Source: an optimization exercise on an open RTL-to-GDS flow (aim: a short achievable clock period and few clock cycles). Production flows keep margins and buffers that such runs may drop.
In this exercise RTL edits were held to simulation tests only and were not proved equivalent to the original.
Power figures rest on the tool's default switching activity, not on a simulated workload.

==> design/flow/design.v <==
`timescale 1ns/1ps
module cvb (
    input  wire        clk,
    input  wire        rst,           
    input  wire        host_wr,
    input  wire [2:0]  host_waddr,
    input  wire [15:0] host_wdata,
    input  wire [2:0]  host_raddr,
    output reg  [15:0] host_rdata,
    output wire        busy,
    output wire [2:0]  outcome,
    output reg         mem_en,
    output reg         mem_we,
    output reg  [15:0] mem_addr,
    output reg  [7:0]  mem_wdata,
    input  wire [7:0]  mem_rdata,
    output reg         poll_en,
    output reg  [1:0]  poll_sel,      
    input  wire        poll_ans,
    output reg         put_en,
    output reg  [7:0]  put_data,
    output reg         get_en,
    input  wire [7:0]  get_data,
    output reg         chs_valid,
    output reg  [7:0]  chs_data,
    input  wire        chs_ready,
    input  wire        chs_err,
    input  wire        chr_valid,
    input  wire [7:0]  chr_data,
    input  wire        chr_err,
    output reg         chr_ready
);
    localparam [2:0] O_NONE    = 3'd0,
                     O_OK      = 3'd1,
                     O_TIMEOUT = 3'd2,
                     O_CHERR   = 3'd3,
                     O_MALF    = 3'd4,
                     O_INVAL   = 3'd5,
                     O_NOTF    = 3'd6,
                     O_ILLEGAL = 3'd7;
    localparam [7:0] LIMIT_RESET = 8'd16;
    localparam [4:0] S_IDLE   = 5'd0,
                     W_TXRDY  = 5'd1,
                     W_RD     = 5'd2,
                     W_PUT    = 5'd3,
                     W_TXC    = 5'd4,
                     R_PUT    = 5'd5,
                     R_RXRDY  = 5'd6,
                     R_GET    = 5'd7,
                     E_HDR0   = 5'd8,
                     E_HDR1   = 5'd9,
                     E_RD     = 5'd10,
                     E_ACC    = 5'd11,
                     E_TR0    = 5'd12,
                     E_TR1    = 5'd13,
                     E_SRD    = 5'd14,
                     E_SLAT   = 5'd15,
                     E_SEND   = 5'd16,
                     D_RECV   = 5'd17,
                     D_CHECK  = 5'd18,
                     Y_RD0    = 5'd19,
                     Y_CMP0   = 5'd20,
                     Y_RD1    = 5'd21,
                     Y_CMP1   = 5'd22;
    reg [15:0] ptr, len, res;
    reg [7:0]  fill, limit;
    reg [2:0]  status;
    reg [4:0]  state;
    reg [7:0]  cnt;
    reg [15:0] idx;
    reg [15:0] sum;
    reg [7:0]  txb;
    assign busy    = (state != S_IDLE);
    assign outcome = status;
    wire [15:0] cur_addr = ptr + idx;
    wire        last_idx = (idx + 16'd1 == len);
    wire [15:0] byte_w   = idx[0] ? {mem_rdata, 8'h00} : {8'h00, mem_rdata};
    wire [15:0] rbyte_w  = idx[0] ? {chr_data, 8'h00} : {8'h00, chr_data};
    wire        cmd_wr   = host_wr && (host_waddr == 3'd0) && (state == S_IDLE);
    always @(*) begin
        case (host_raddr)
            3'd1:    host_rdata = {13'd0, status};
            3'd2:    host_rdata = ptr;
            3'd3:    host_rdata = len;
            3'd4:    host_rdata = {8'd0, fill};
            3'd5:    host_rdata = {8'd0, limit};
            3'd6:    host_rdata = res;
            default: host_rdata = 16'd0;
        endcase
    end
    always @(*) begin
        mem_en    = 1'b0;
        mem_we    = 1'b0;
        mem_addr  = cur_addr;
        mem_wdata = 8'h00;
        poll_en   = 1'b0;
        poll_sel  = 2'd0;
        put_en    = 1'b0;
        put_data  = 8'h00;
        get_en    = 1'b0;
        chs_valid = 1'b0;
        chs_data  = txb;
        chr_ready = 1'b0;
        case (state)
            W_TXRDY: begin
                poll_en  = (cnt != limit);
                poll_sel = 2'd0;
            end
            W_RD: begin
                mem_en = 1'b1;
            end
            W_PUT: begin
                put_en   = 1'b1;
                put_data = mem_rdata;
            end
            W_TXC: begin
                poll_en  = (cnt != limit);
                poll_sel = 2'd1;
            end
            R_PUT: begin
                put_en   = 1'b1;
                put_data = fill;
            end
            R_RXRDY: begin
                poll_en  = (cnt != limit);
                poll_sel = 2'd2;
            end
            R_GET: begin
                get_en    = 1'b1;
                mem_en    = 1'b1;
                mem_we    = 1'b1;
                mem_wdata = get_data;
            end
            E_HDR0: begin
                mem_en    = 1'b1;
                mem_we    = 1'b1;
                mem_addr  = ptr;
                mem_wdata = 8'h20;
            end
            E_HDR1: begin
                mem_en    = 1'b1;
                mem_we    = 1'b1;
                mem_addr  = ptr + 16'd1;
                mem_wdata = 8'h40;
            end
            E_RD, E_SRD: begin
                mem_en = 1'b1;
            end
            Y_RD0: begin
                mem_en = !last_idx;
            end
            E_TR0: begin
                mem_en    = 1'b1;
                mem_we    = 1'b1;
                mem_addr  = ptr + 16'd30;
                mem_wdata = ~sum[7:0];
            end
            E_TR1: begin
                mem_en    = 1'b1;
                mem_we    = 1'b1;
                mem_addr  = ptr + 16'd31;
                mem_wdata = ~sum[15:8];
            end
            E_SEND: begin
                chs_valid = 1'b1;
            end
            D_RECV: begin
                chr_ready = 1'b1;
                if (chr_valid && !chr_err) begin
                    mem_en    = 1'b1;
                    mem_we    = 1'b1;
                    mem_wdata = chr_data;
                end
            end
            Y_RD1: begin
                mem_en   = 1'b1;
                mem_addr = cur_addr + 16'd1;
            end
            default: ;
        endcase
    end
    always @(posedge clk) begin
        if (rst) begin
            ptr    <= 16'd0;
            len    <= 16'd0;
            fill   <= 8'd0;
            limit  <= LIMIT_RESET;
            res    <= 16'd0;
            status <= O_NONE;
            state  <= S_IDLE;
            cnt    <= 8'd0;
            idx    <= 16'd0;
            sum    <= 16'd0;
            txb    <= 8'd0;
        end else begin
            case (state)
                S_IDLE: begin
                    cnt <= 8'd0;
                    idx <= 16'd0;
                    sum <= 16'd0;
                    if (host_wr) begin
                        case (host_waddr)
                            3'd2: ptr   <= host_wdata;
                            3'd3: len   <= host_wdata;
                            3'd4: fill  <= host_wdata[7:0];
                            3'd5: limit <= host_wdata[7:0];
                            default: ;
                        endcase
                    end
                    if (cmd_wr) begin
                        case (host_wdata[7:0])
                            8'h01: begin
                                if (ptr == 16'd0 || len == 16'd0) status <= O_INVAL;
                                else state <= W_TXRDY;
                            end
                            8'h02: begin
                                if (ptr == 16'd0 || len == 16'd0) status <= O_INVAL;
                                else state <= R_PUT;
                            end
                            8'h03: begin
                                if (ptr == 16'd0) status <= O_INVAL;
                                else state <= E_HDR0;
                            end
                            8'h04: begin
                                if (ptr == 16'd0) status <= O_INVAL;
                                else state <= D_RECV;
                            end
                            8'h05: begin
                                if (ptr == 16'd0 || len == 16'd0) begin
                                    status <= O_INVAL;
                                    res    <= 16'd0;
                                end else begin
                                    state <= Y_RD0;
                                end
                            end
                            default: status <= O_ILLEGAL;
                        endcase
                    end
                end
                W_TXRDY: begin
                    if (cnt == limit) begin
                        status <= O_TIMEOUT;
                        state  <= S_IDLE;
                    end else if (poll_ans) begin
                        state <= W_RD;
                    end else begin
                        cnt <= cnt + 8'd1;
                    end
                end
                W_RD: state <= W_PUT;
                W_PUT: begin
                    cnt   <= 8'd0;
                    state <= W_TXC;
                end
                W_TXC: begin
                    if (cnt == limit) begin
                        status <= O_TIMEOUT;
                        state  <= S_IDLE;
                    end else if (poll_ans) begin
                        if (last_idx) begin
                            status <= O_OK;
                            state  <= S_IDLE;
                        end else begin
                            idx   <= idx + 16'd1;
                            cnt   <= 8'd0;
                            state <= W_TXRDY;
                        end
                    end else begin
                        cnt <= cnt + 8'd1;
                    end
                end
                R_PUT: begin
                    cnt   <= 8'd0;
                    state <= R_RXRDY;
                end
                R_RXRDY: begin
                    if (cnt == limit) begin
                        status <= O_TIMEOUT;
                        state  <= S_IDLE;
                    end else if (poll_ans) begin
                        state <= R_GET;
                    end else begin
                        cnt <= cnt + 8'd1;
                    end
                end
                R_GET: begin
                    if (last_idx) begin
                        status <= O_OK;
                        state  <= S_IDLE;
                    end else begin
                        idx   <= idx + 16'd1;
                        state <= R_PUT;
                    end
                end
                E_HDR0: state <= E_HDR1;
                E_HDR1: begin
                    idx   <= 16'd0;
                    sum   <= 16'd0;
                    state <= E_RD;
                end
                E_RD: state <= E_ACC;
                E_ACC: begin
                    sum <= sum + byte_w;
                    if (idx == 16'd29) begin
                        state <= E_TR0;
                    end else begin
                        idx   <= idx + 16'd1;
                        state <= E_RD;
                    end
                end
                E_TR0: state <= E_TR1;
                E_TR1: begin
                    idx   <= 16'd0;
                    state <= E_SRD;
                end
                E_SRD: state <= E_SLAT;
                E_SLAT: begin
                    txb   <= mem_rdata;
                    state <= E_SEND;
                end
                E_SEND: begin
                    if (chs_ready) begin
                        if (idx == 16'd31) begin
                            status <= chs_err ? O_CHERR : O_OK;
                            state  <= S_IDLE;
                        end else begin
                            idx   <= idx + 16'd1;
                            state <= E_SRD;
                        end
                    end
                end
                D_RECV: begin
                    if (chr_valid) begin
                        if (chr_err) begin
                            status <= O_CHERR;
                            state  <= S_IDLE;
                        end else begin
                            sum <= sum + rbyte_w;
                            if (idx == 16'd31) begin
                                state <= D_CHECK;
                            end else begin
                                idx <= idx + 16'd1;
                            end
                        end
                    end
                end
                D_CHECK: begin
                    status <= (sum == 16'hFFFF) ? O_OK : O_MALF;
                    state  <= S_IDLE;
                end
                Y_RD0: begin
                    if (last_idx) begin
                        res    <= 16'd0;
                        status <= O_NOTF;
                        state  <= S_IDLE;
                    end else begin
                        state <= Y_CMP0;
                    end
                end
                Y_CMP0: begin
                    if (mem_rdata == 8'h20) begin
                        state <= Y_RD1;
                    end else begin
                        idx   <= idx + 16'd1;
                        state <= Y_RD0;
                    end
                end
                Y_RD1: state <= Y_CMP1;
                Y_CMP1: begin
                    if (mem_rdata == 8'h40) begin
                        res    <= cur_addr;
                        status <= O_OK;
                        state  <= S_IDLE;
                    end else begin
                        idx   <= idx + 16'd1;
                        state <= Y_RD0;
                    end
                end
                default: state <= S_IDLE;
            endcase
        end
    end
endmodule
==> design/flow/run.sh <==
#!/bin/bash
# synth_recipe.tcl (not shown) runs the flow's synth.tcl, then flattens the netlist and writes it again
# the make line also repeats each setting of config.mk as NAME=value (left out here)
make -C /OpenROAD-flow-scripts/flow DESIGN_CONFIG=/design/flow/config.mk WORK_HOME=/design/flow/orfs CLKGATE_MAP_FILE= SYNTH_SCRIPT=/design/flow/synth_recipe.tcl finish
==> design/flow/config.mk <==
export PLATFORM = sky130hd
export DESIGN_NAME = cvb
export DESIGN_NICKNAME = cvb
export VERILOG_FILES = /design/flow/design.v
export SDC_FILE = /design/flow/constraint.sdc
export NUM_CORES = 4
export LEC_CHECK = 0
export CAP_MARGIN = 20
export CORE_MARGIN = 2
export CORE_UTILIZATION = 40
export PLACE_DENSITY = 0.6
export SLEW_MARGIN = 20
==> design/flow/constraint.sdc <==
create_clock -name core_clock -period 6.0 [get_ports {clk}]
set_input_delay 1.2000 -clock core_clock [delete_from_list [all_inputs] [get_ports {clk}]]
set_output_delay 1.2000 -clock core_clock [all_outputs]
set_load 0.01 [all_outputs]
==> out/metrics.yaml <==
core_sq_mm: 0.0250
grt_usage_pct: 27.4
synth_compound_area_share_pct: 24.6
syn_area_sq_mm: 0.0102
fp.dieW_um: 163
rsz0062_at_grt: "true"
htree_levels: 4
detail-route-antenna-nets: 0
status: "timing/DRC/antenna clean"
clock-sinks: 120
critPathMostFrequentCell: "xor2_1"
synth_area_leaders: "dfxtp_1 (24%), mux2i_1 (8.4%), nor2_1 (6.7%)"
die_area_sq_mm: 0.0267
overflow: 0
routed_via_density: 6.07
critPathSlowestCell: "clkdlybuf4s50_1"
rows: 58
grt_pass1_wl_um: 56900
synthDistinctLibCells: 86
syn-num-nets: 1460
path_class: "reg2out"
start_kind: "flop"
worstPathRequired_ps: 4800
power.density_mw_per_mm2: 176
clock_latency_ps: 430
start_util_pct: 40.6
final-max-slew-violation-count: 0
hold_viol_final: 0
max_stage_delay_ps: 560
holdBufCountCts: 0
p_leak_uw: 0.00461
ys_warn_count: 1
ioPinCount: 123
cts_tree: "done"
vias: 10800
avgSynthCellArea_sq_um: 7.43
ir_drop_v: 0.000108
post_cts_buffers: 0
synth_xor_area_share_pct: 6.30
synth-main-ff-cell: "dfxtp_1"
syn_to_final_growth_pct: 20.7
fin_crit_sh_pct: 96.3
clockBufferDepth: 2
numCtsBuffers: 17
place_ws_ps: 638
io_buffers: 122
timing.final.ws_setup_ps: 225
synthAdderAreaFrac_pct: 4.95
first_iter_violations: 1064
fin_crit_ps: 5780
gp_congestion: 0.935
yosys.area_share.simple_pct: 25.8
clkSlewWorstSetupHoldPaths_ps: 60
die_y_um: 163
ys_seq_area_share_pct: 23.7
cts-root-buf: "clkbuf_16"
tightestPinTransition_ps: 1040
arrival_ps: 4580
synth_top_family_by_area: "simple AND/OR/NAND/NOR gates"
design_area_sq_mm: 0.0123
grt_pass1_vias: 10100
synth_top_area_share_pct: 23.7
antenna_found_initial: 0
wl_per_cell_um: 20.8
placed_cell_area_sq_mm: 0.0116
setup_tns_ps: 0
cp_cell_sequence: "ha_1, fa_1, a211oi_1, o21bai_1, a21oi_1, xor2_1, o41a_1, nor4_4, nor4b_2, xor2_1, nand3_1, o211ai_1, clkdlybuf4s50_1"
skew_ps: 11.7
synthArstFlopShare_pct: 0
hpwl_um: 27900
end_kind: "output port"
r2r_slack_ps: 1580
finalPower_uw: 2150
drtPass1Iterations: 6
synth_edf_count: 0
drv_cap: 0
routed_wl_um: 37000
syn_inst: 1367
cp_max_fo: 9
maxSlewHeadroom_pct: 30.3
nets: 1534
max_clock_freq_mhz: 173
drive_gt1_share_pct: 7.02
synth.area.mux_share_pct: 9.04
grt_max_degree: 93
drcViolationCount: 0
holdCritPathClass: "reg2reg"
setup_violations: 0
ys_ff_latch: 120
antenna_cells: 0
yosysTopAreaCell: "dfxtp_1"
fin_util_pct: 49.0
==> area by class of cell <==
class | count | area [sq um]
Tap cell | 330 | 413
Sequential cell | 120 | 2400
Inverter | 37 | 139
Fill cell | 2518 | 12800
Timing Repair Buffer | 155 | 1470
Multi-Input combinational cell | 1110 | 7210
Clock inverter | 13 | 194
Clock buffer | 18 | 439
==> state kept, by name (all words and copies together) (netlist names) <==
signal,cells
idx,16
cnt,8
fill,8
limit,8
status,3
state,5
txb,8
res,16
ptr,16
len,16
sum,16
==> synth_stat cells (20+ instances only) <==
cell and number:
o21ai_0 68, dfxtp_1 120, ha_1 37, a21oi_1 99, nor2_1 182, or3_1 20
nor2b_1 20, inv_1 35, xnor2_1 46, nor3_1 27, nand2_1 124, nand3_1 34
clkbuf_1 71, a31oi_1 22, xor2_1 27, mux2i_1 85
==> final timing paths <==
| kind | cells after the start | startpoint | end |
|---|---|---|---|
| max reg2reg | 19 | state[1] | sum[12] |
| min reg2reg | 2 | res[10] | res[10] |
| min | 2 | res[10] | res[10] |
| max | 13 | ptr[0] | mem_addr[15] |
==> per-layer routing <==
| metal | wire, um | up-vias | track usage [%] |
|---|---|---|---|
| li1 | - | 5174 | - |
| met1 | 15700 | 5100 | 34.9 |
| met2 | 17200 | 479 | 45.3 |
| met3 | 2720 | 75 | 5.61 |
| met4 | 1340 | 0 | 11.2 |
| met5 | 0 | - | 0 |
==> worst max-delay path: cells and delay by family (launching register included) <==
family,cells,cell delay [ps]
simple gates,3,830
buf+inv,1,560
flops,1,400
compound gates,5,1280
xor+xnor,2,370
fa+ha+maj,2,710
==> report_power, final <==
| group | leakage (uW) | internal, uW | switching, uW | total [uW] |
|---|---|---|---|---|
| sequential | 0.000968 | 805 | 13.9 | 819 |
| combinational | 0.00334 | 89.1 | 113 | 202 |
| clock | 0.000296 | 709 | 424 | 1130 |
==> cells in the final DEF, fill, tap and decap left out, drive strengths merged, types with 18 or more instances in the layout <==
cell type,netlist,final
nand3,34,34
buf,28,34
xor2,27,27
nor2,182,182
nor3,28,28
clkdlybuf4s50,0,121
xnor2,46,46
nor2b,20,20
nand2,124,124
or3,20,20
clkbuf,72,18
ha,37,37
mux2i,85,85
dfxtp,120,120
nor4,19,19
o21ai,75,75
o211ai,19,19
inv,37,40
a21oi,104,104
a31oi,22,22
==> cells by family after synthesis <==
kind of cell	after synthesis
AOI/OAI and AO/OA	370
xor gates and xnor gates	73
buffers and inverters	137
and+or+nand+nor	537
DFF	120
muxes	91
adders and majority gates	39
==> stage by stage <==
stage | hold WS [ps] | instances
2_1_floorplan | 432 | 1367
3_3_place_gp | 443 | 1752
3_5_place_dp | 444 | 1752
4_1_cts | 453 | 1783
5_1_grt | 488 | 1783
6_report | 458 | 1783
==> repair_timing <==
item	4_1_cts	5_1_grt
setup endpoints to repair	0	2
gates resized for setup	0	1
hold endpoints to repair	0	0
Testbench counts, summed over its fixed seeds: cycles 72,430.

==> re-timing with driven ports <==
In the flow no input, the clock included, has a driving cell. The finished layout below was timed again as built, in two steps. Step 1, drivers: a clkbuf_16 drives clk and a buf_2 each remaining input, both assumed. Step 2 also shifts input and output timing later by t, the mid clock arrival at the registers, as if the neighbouring blocks saw the same clock. Three values: ideal ports, drivers, drivers and shift; two values: the first two.
shift t [ns]: 0.473
setup WS [ns]: 0.225 / 0.175 / 0.647
hold WS [ns]: 0.458 / 0.458 / 0.458
slew at the worst register clock pin (ns): 0.06 / 0.06
After both steps this run still meets setup and hold. For this run, drivers alone change the setup slack by -0.050 ns; drivers and shift together by +0.422 ns.
